What follows belongs to an exercise in optimizing a design on an open flow for small area, a short achievable clock period and few clock cycles per item; a production flow would make more cautious choices.
Only simulation tests tie the RTL to the original design; equivalence was not proved.
No activity file was given, so power comes from the tool's default toggle rates.

==> v4: inputs <==
Design fpe_codec, start of the top module:
module fpe_codec (
    input  wire        clk,
    input  wire        rst,         
    input  wire        start,
    input  wire        op,          
    input  wire [3:0]  width,       
    input  wire        order,       
    input  wire [1:0]  ovf,         
    input  wire [7:0]  offset,      
    input  wire [31:0] scale,
    input  wire [63:0] value,       
    input  wire [63:0] field_in,    
    output reg         done,
    output wire [7:0]  fault,
    output wire [63:0] raw,
    output wire [63:0] dval,
    output wire [63:0] field_out
);
==> flow/config.mk <==
export PLATFORM = sky130hd
export DESIGN_NAME = fpe_codec
export DESIGN_NICKNAME = fpe_codec
export VERILOG_FILES = /design/flow/design.v
export SDC_FILE = /design/flow/constraint.sdc
export NUM_CORES = 4
export LEC_CHECK = 0
export CAP_MARGIN = 20
export CORE_MARGIN = 2
export CORE_UTILIZATION = 35
export SETUP_SLACK_MARGIN = 5
export SLEW_MARGIN = 20
==> flow/constraint.sdc <==
create_clock -name core_clock -period 12.5 [get_ports {clk}]
set_input_delay 2.5000 -clock core_clock [delete_from_list [all_inputs] [get_ports {clk}]]
set_output_delay 2.5000 -clock core_clock [all_outputs]
set_load 0.01 [all_outputs]
run.sh (not shown) runs the stock make flow with config.mk's settings and CLKGATE_MAP_FILE= SYNTH_SCRIPT=/design/flow/synth_recipe.tcl, a recipe that flattens the netlist after the stock synthesis.
==> v38: changes against v4 <==
--- a/flow/design.v
+++ b/flow/design.v
@@ -23,13 +23,12 @@
     localparam [3:0] F_CFG_OVF   = 4'h4;
     localparam [3:0] F_RANGE     = 4'h6;
     localparam [3:0] F_NOT_FIN   = 4'h7;
     localparam [3:0] F_OVERFLOW  = 4'h8;
     localparam [2:0] S_IDLE = 3'd0;
     localparam [2:0] S_GATH = 3'd1;    
-    localparam [2:0] S_ALGN = 3'd2;    
     localparam [2:0] S_DIV  = 3'd3;    
     localparam [2:0] S_MUL  = 3'd4;    
     localparam [2:0] S_RND  = 3'd5;    
     localparam [2:0] S_SHF  = 3'd6;    
     reg [2:0]  state;
     reg [3:0]  F;
@@ -110,12 +109,13 @@
     wire [56:0] c3s = c1c ^ c2s ^ c2c;
     wire [56:0] c3c = {((c1c & c2s) | (c1c & c2c) | (c2s & c2c)), 1'b0};
     wire [56:0] mx  = c3s + c3c;
     wire       shmode = !op_r;
     wire [33:0] D1 = {2'b00, S};
     wire [33:0] D2 = {1'b0, S, 1'b0};
+    wire [33:0] T3n = {2'b00, s_n} + {1'b0, s_n, 1'b0};    
     reg [32:0] da;
     reg [54:0] dq;
     reg [33:0] dy;
     reg [34:0] e1, e2, e3;
     reg [1:0]  dQ;
     reg [31:0] dr;
@@ -151,30 +151,26 @@
     wire signed [12:0] rbm1 = rb - 13'sd1;
     wire signed [12:0] rbp1 = rb + 13'sd1;
     wire [1:0]  rsel   = op_r ? ({1'b0, rcy} + {1'b0, rtop})           
                               : ({1'b0, !rtop} - {1'b0, rcy} + 2'd1);  
     wire signed [12:0] rex  = (rsel == 2'd0) ? rbm1 : (rsel == 2'd1) ? rb : rbp1;
     assign dval  = {1'b0, rex[10:0], rm[51:0]};
-    wire [63:0] ntop;
-    genvar gb;
-    generate
-        for (gb = 0; gb < 8; gb = gb + 1) begin : g_rev
-            assign ntop[8*gb +: 8] = gout[8*(7-gb) +: 8];
-        end
-    endgenerate
+    wire [63:0] ntop = gout << {(4'd8 - nb), 3'b000};
     reg [2:0] nlz;
     integer il;
     always @(*) begin
         nlz = 3'd0;
         for (il = 0; il < 8; il = il + 1)
             if (ntop[56 + il]) nlz = 3'd7 - il[2:0];
     end
+    wire [5:0]  s_lz = lzc32(S);
+    wire [31:0] s_n  = S << s_lz;
     wire [63:0] nn      = ntop << nlz;
     wire [87:0] a_v     = {2'b00, nn, 22'd0};
-    wire signed [12:0] a_ex = $signed({6'd0, gW, 3'b000}) - $signed({10'd0, nlz})
-                            + EX + 13'sd991;
+    wire signed [12:0] a_ex = $signed({6'd0, nb, 3'b000}) - $signed({10'd0, nlz})
+                            + $signed({7'd0, s_lz}) + 13'sd991;
     localparam [6:0] DK7 = DK;
     localparam [6:0] DKM = DK - 1;
     localparam integer YW = 64 + DK - 1;
     wire [YW-1:0] y    = {A[8+DK-1:0], QX};
     wire        sh_neg = EX[12];
     wire        sh_big = !sh_neg && (EX > 13'sd63);
@@ -243,37 +239,31 @@
                 stk <= stk | QX[1] | QX[0] | mx[1] | mx[0];
                 S   <= {4'd0, S[31:4]};
                 EX  <= EX - 13'sd4;
                 if (S[31:4] == 28'd0) state <= S_RND;
             end
             S_GATH: begin
-                R     <= gout;
-                gW    <= nb;
-                gB    <= 1'b1;
-                S     <= S << lzc32(S);
-                EX    <= {7'd0, lzc32(S)};
-                state <= S_ALGN;
-            end
-            S_ALGN: begin
+                R       <= gout;
+                S       <= s_n;
                 {A, QX} <= a_v;
-                if (gW == 4'd0) begin
+                if (nb == 4'd0) begin
                     EX    <= 13'sd1;              
                     done  <= 1'b1;
                     F     <= F_NONE;
                     state <= S_IDLE;
-                end else if (S[30:0] == 31'd0) begin
+                end else if (s_n[30:0] == 31'd0) begin
                     A     <= {24'd0, nn[8:0]};
                     QX    <= nn[63:9];
                     EX    <= a_ex;
                     done  <= 1'b1;
                     F     <= F_NONE;
                     state <= S_IDLE;
                 end else begin
                     EX    <= a_ex;
                     cnt   <= 6'd14;
-                    T3    <= D1 + D2;
+                    T3    <= T3n;
                     state <= S_DIV;
                 end
             end
             S_DIV: begin
                 A   <= da;
                 QX  <= dq;
CORE_UTILIZATION = 40   (was 35)
==> v12: changes against v4 <==
--- a/flow/design.v
+++ b/flow/design.v
@@ -23,13 +23,12 @@
     localparam [3:0] F_CFG_OVF   = 4'h4;
     localparam [3:0] F_RANGE     = 4'h6;
     localparam [3:0] F_NOT_FIN   = 4'h7;
     localparam [3:0] F_OVERFLOW  = 4'h8;
     localparam [2:0] S_IDLE = 3'd0;
     localparam [2:0] S_GATH = 3'd1;    
-    localparam [2:0] S_ALGN = 3'd2;    
     localparam [2:0] S_DIV  = 3'd3;    
     localparam [2:0] S_MUL  = 3'd4;    
     localparam [2:0] S_RND  = 3'd5;    
     localparam [2:0] S_SHF  = 3'd6;    
     reg [2:0]  state;
     reg [3:0]  F;
@@ -110,12 +109,13 @@
     wire [56:0] c3s = c1c ^ c2s ^ c2c;
     wire [56:0] c3c = {((c1c & c2s) | (c1c & c2c) | (c2s & c2c)), 1'b0};
     wire [56:0] mx  = c3s + c3c;
     wire       shmode = !op_r;
     wire [33:0] D1 = {2'b00, S};
     wire [33:0] D2 = {1'b0, S, 1'b0};
+    wire [33:0] T3n = {2'b00, s_n} + {1'b0, s_n, 1'b0};    
     reg [32:0] da;
     reg [54:0] dq;
     reg [33:0] dy;
     reg [34:0] e1, e2, e3;
     reg [1:0]  dQ;
     reg [31:0] dr;
@@ -151,30 +151,26 @@
     wire signed [12:0] rbm1 = rb - 13'sd1;
     wire signed [12:0] rbp1 = rb + 13'sd1;
     wire [1:0]  rsel   = op_r ? ({1'b0, rcy} + {1'b0, rtop})           
                               : ({1'b0, !rtop} - {1'b0, rcy} + 2'd1);  
     wire signed [12:0] rex  = (rsel == 2'd0) ? rbm1 : (rsel == 2'd1) ? rb : rbp1;
     assign dval  = {1'b0, rex[10:0], rm[51:0]};
-    wire [63:0] ntop;
-    genvar gb;
-    generate
-        for (gb = 0; gb < 8; gb = gb + 1) begin : g_rev
-            assign ntop[8*gb +: 8] = gout[8*(7-gb) +: 8];
-        end
-    endgenerate
+    wire [63:0] ntop = gout << {(4'd8 - nb), 3'b000};
     reg [2:0] nlz;
     integer il;
     always @(*) begin
         nlz = 3'd0;
         for (il = 0; il < 8; il = il + 1)
             if (ntop[56 + il]) nlz = 3'd7 - il[2:0];
     end
+    wire [5:0]  s_lz = lzc32(S);
+    wire [31:0] s_n  = S << s_lz;
     wire [63:0] nn      = ntop << nlz;
     wire [87:0] a_v     = {2'b00, nn, 22'd0};
-    wire signed [12:0] a_ex = $signed({6'd0, gW, 3'b000}) - $signed({10'd0, nlz})
-                            + EX + 13'sd991;
+    wire signed [12:0] a_ex = $signed({6'd0, nb, 3'b000}) - $signed({10'd0, nlz})
+                            + $signed({7'd0, s_lz}) + 13'sd991;
     localparam [6:0] DK7 = DK;
     localparam [6:0] DKM = DK - 1;
     localparam integer YW = 64 + DK - 1;
     wire [YW-1:0] y    = {A[8+DK-1:0], QX};
     wire        sh_neg = EX[12];
     wire        sh_big = !sh_neg && (EX > 13'sd63);
@@ -243,37 +239,31 @@
                 stk <= stk | QX[1] | QX[0] | mx[1] | mx[0];
                 S   <= {4'd0, S[31:4]};
                 EX  <= EX - 13'sd4;
                 if (S[31:4] == 28'd0) state <= S_RND;
             end
             S_GATH: begin
-                R     <= gout;
-                gW    <= nb;
-                gB    <= 1'b1;
-                S     <= S << lzc32(S);
-                EX    <= {7'd0, lzc32(S)};
-                state <= S_ALGN;
-            end
-            S_ALGN: begin
+                R       <= gout;
+                S       <= s_n;
                 {A, QX} <= a_v;
-                if (gW == 4'd0) begin
+                if (nb == 4'd0) begin
                     EX    <= 13'sd1;              
                     done  <= 1'b1;
                     F     <= F_NONE;
                     state <= S_IDLE;
-                end else if (S[30:0] == 31'd0) begin
+                end else if (s_n[30:0] == 31'd0) begin
                     A     <= {24'd0, nn[8:0]};
                     QX    <= nn[63:9];
                     EX    <= a_ex;
                     done  <= 1'b1;
                     F     <= F_NONE;
                     state <= S_IDLE;
                 end else begin
                     EX    <= a_ex;
                     cnt   <= 6'd14;
-                    T3    <= D1 + D2;
+                    T3    <= T3n;
                     state <= S_DIV;
                 end
             end
             S_DIV: begin
                 A   <= da;
                 QX  <= dq;
CORE_UTILIZATION = 30   (was 35)
==> summary.txt <==
| quantity | v4 | v12 | v38 |
|---|---|---|---|
| Compound-Gate Fraction of Synth Area | 27.1% | 27.5% | 27.5% |
| Num CTS Buffers | 41 | 41 | 39 |
| Met3 track utilization from global routing | 16.7% | 5.68% | 13.6% |
| Result of the run | timing/DRC/antenna clean | timing/DRC/antenna clean | timing/DRC/antenna clean |
| Setup slack of the critical path after layout | 4.77 ns | 4.64 ns | 4.21 ns |
| Classification of the worst setup path | reg -> out | reg -> reg | reg -> reg |
| Placed cell count | 9651 | 9967 | 9354 |
| Detail Route met2 WL | 134000 microns | 163000 microns | 154000 microns |
| Combinational gate power | 19.5 mW | 11.5 mW | 11.8 mW |
| Met1 Wirelength | 134000 microns | 136000 microns | 133000 microns |
| Final-layout clock-cell area share | 1.97% | 1.97% | 1.90% |
| Arrival time at the worst endpoint | 5.23 ns | 8.36 ns | 8.74 ns |
| Ratio of cells with drive above 1 in the final layout | 12.7% | 17.8% | 19.5% |
| # Taps | 2160 | 2480 | 1876 |
| Static Leak | 26.7 nW | 28.5 nW | 28.9 nW |
| Endpoint of the worst setup timing path | dval[62] | A[32] | A[3] |
| Launch point of the critical path | QX[42] | A[7] | S[3] |
| Final non-clock buffer share | 10.3% | 13.2% | 14.4% |
| GRT met1 Usage | 52.7% | 44.3% | 59.9% |
Testbench counts of v4, summed over its fixed seeds: cycles 23,396, ops 2,400.
Testbench counts of v38, summed over its fixed seeds: cycles 22,212, ops 2,400.
Testbench counts of v12, summed over its fixed seeds: cycles 22,212, ops 2,400.

separate check: timing with driven ports:
The flow's constraints put no driver on any port. The routed layouts listed below were extracted and timed again, unchanged, in two steps. Step 1 sets driving cells, clkbuf_16 on the clock port and buf_2 on the other inputs (assumed; they add their load-dependent delay and slew). Step 2 moves the port delays by t, midway between the first and last clock arrival at a register: inputs arrive t later, outputs are due t later. That takes back most of the time a late clock gives input paths. Slacks: ideal / step 1 / step 2; pairs: ideal / step 1.
| run | t (ns) | slack for setup (ns) | worst hold slack (ns) | slew at the worst register clock pin (ns) | cell pins on the clock port's net |
|---|---|---|---|---|---|
| v4 | 0.730 | 4.773 / 4.685 / 4.648 | 0.682 / 0.682 / 0.682 | 0.07 / 0.07 | 1 |
| v38 | 0.704 | 4.207 / 4.207 / 4.207 | 0.696 / 0.696 / 0.696 | 0.07 / 0.07 | 1 |
| v12 | 0.721 | 4.643 / 4.643 / 4.519 | 0.668 / 0.668 / 0.668 | 0.07 / 0.07 | 1 |
After both steps setup and hold are still met in every run listed. The setup slack of v4, which loses most, moves by -0.088 ns with the drivers and by -0.125 ns with both steps.
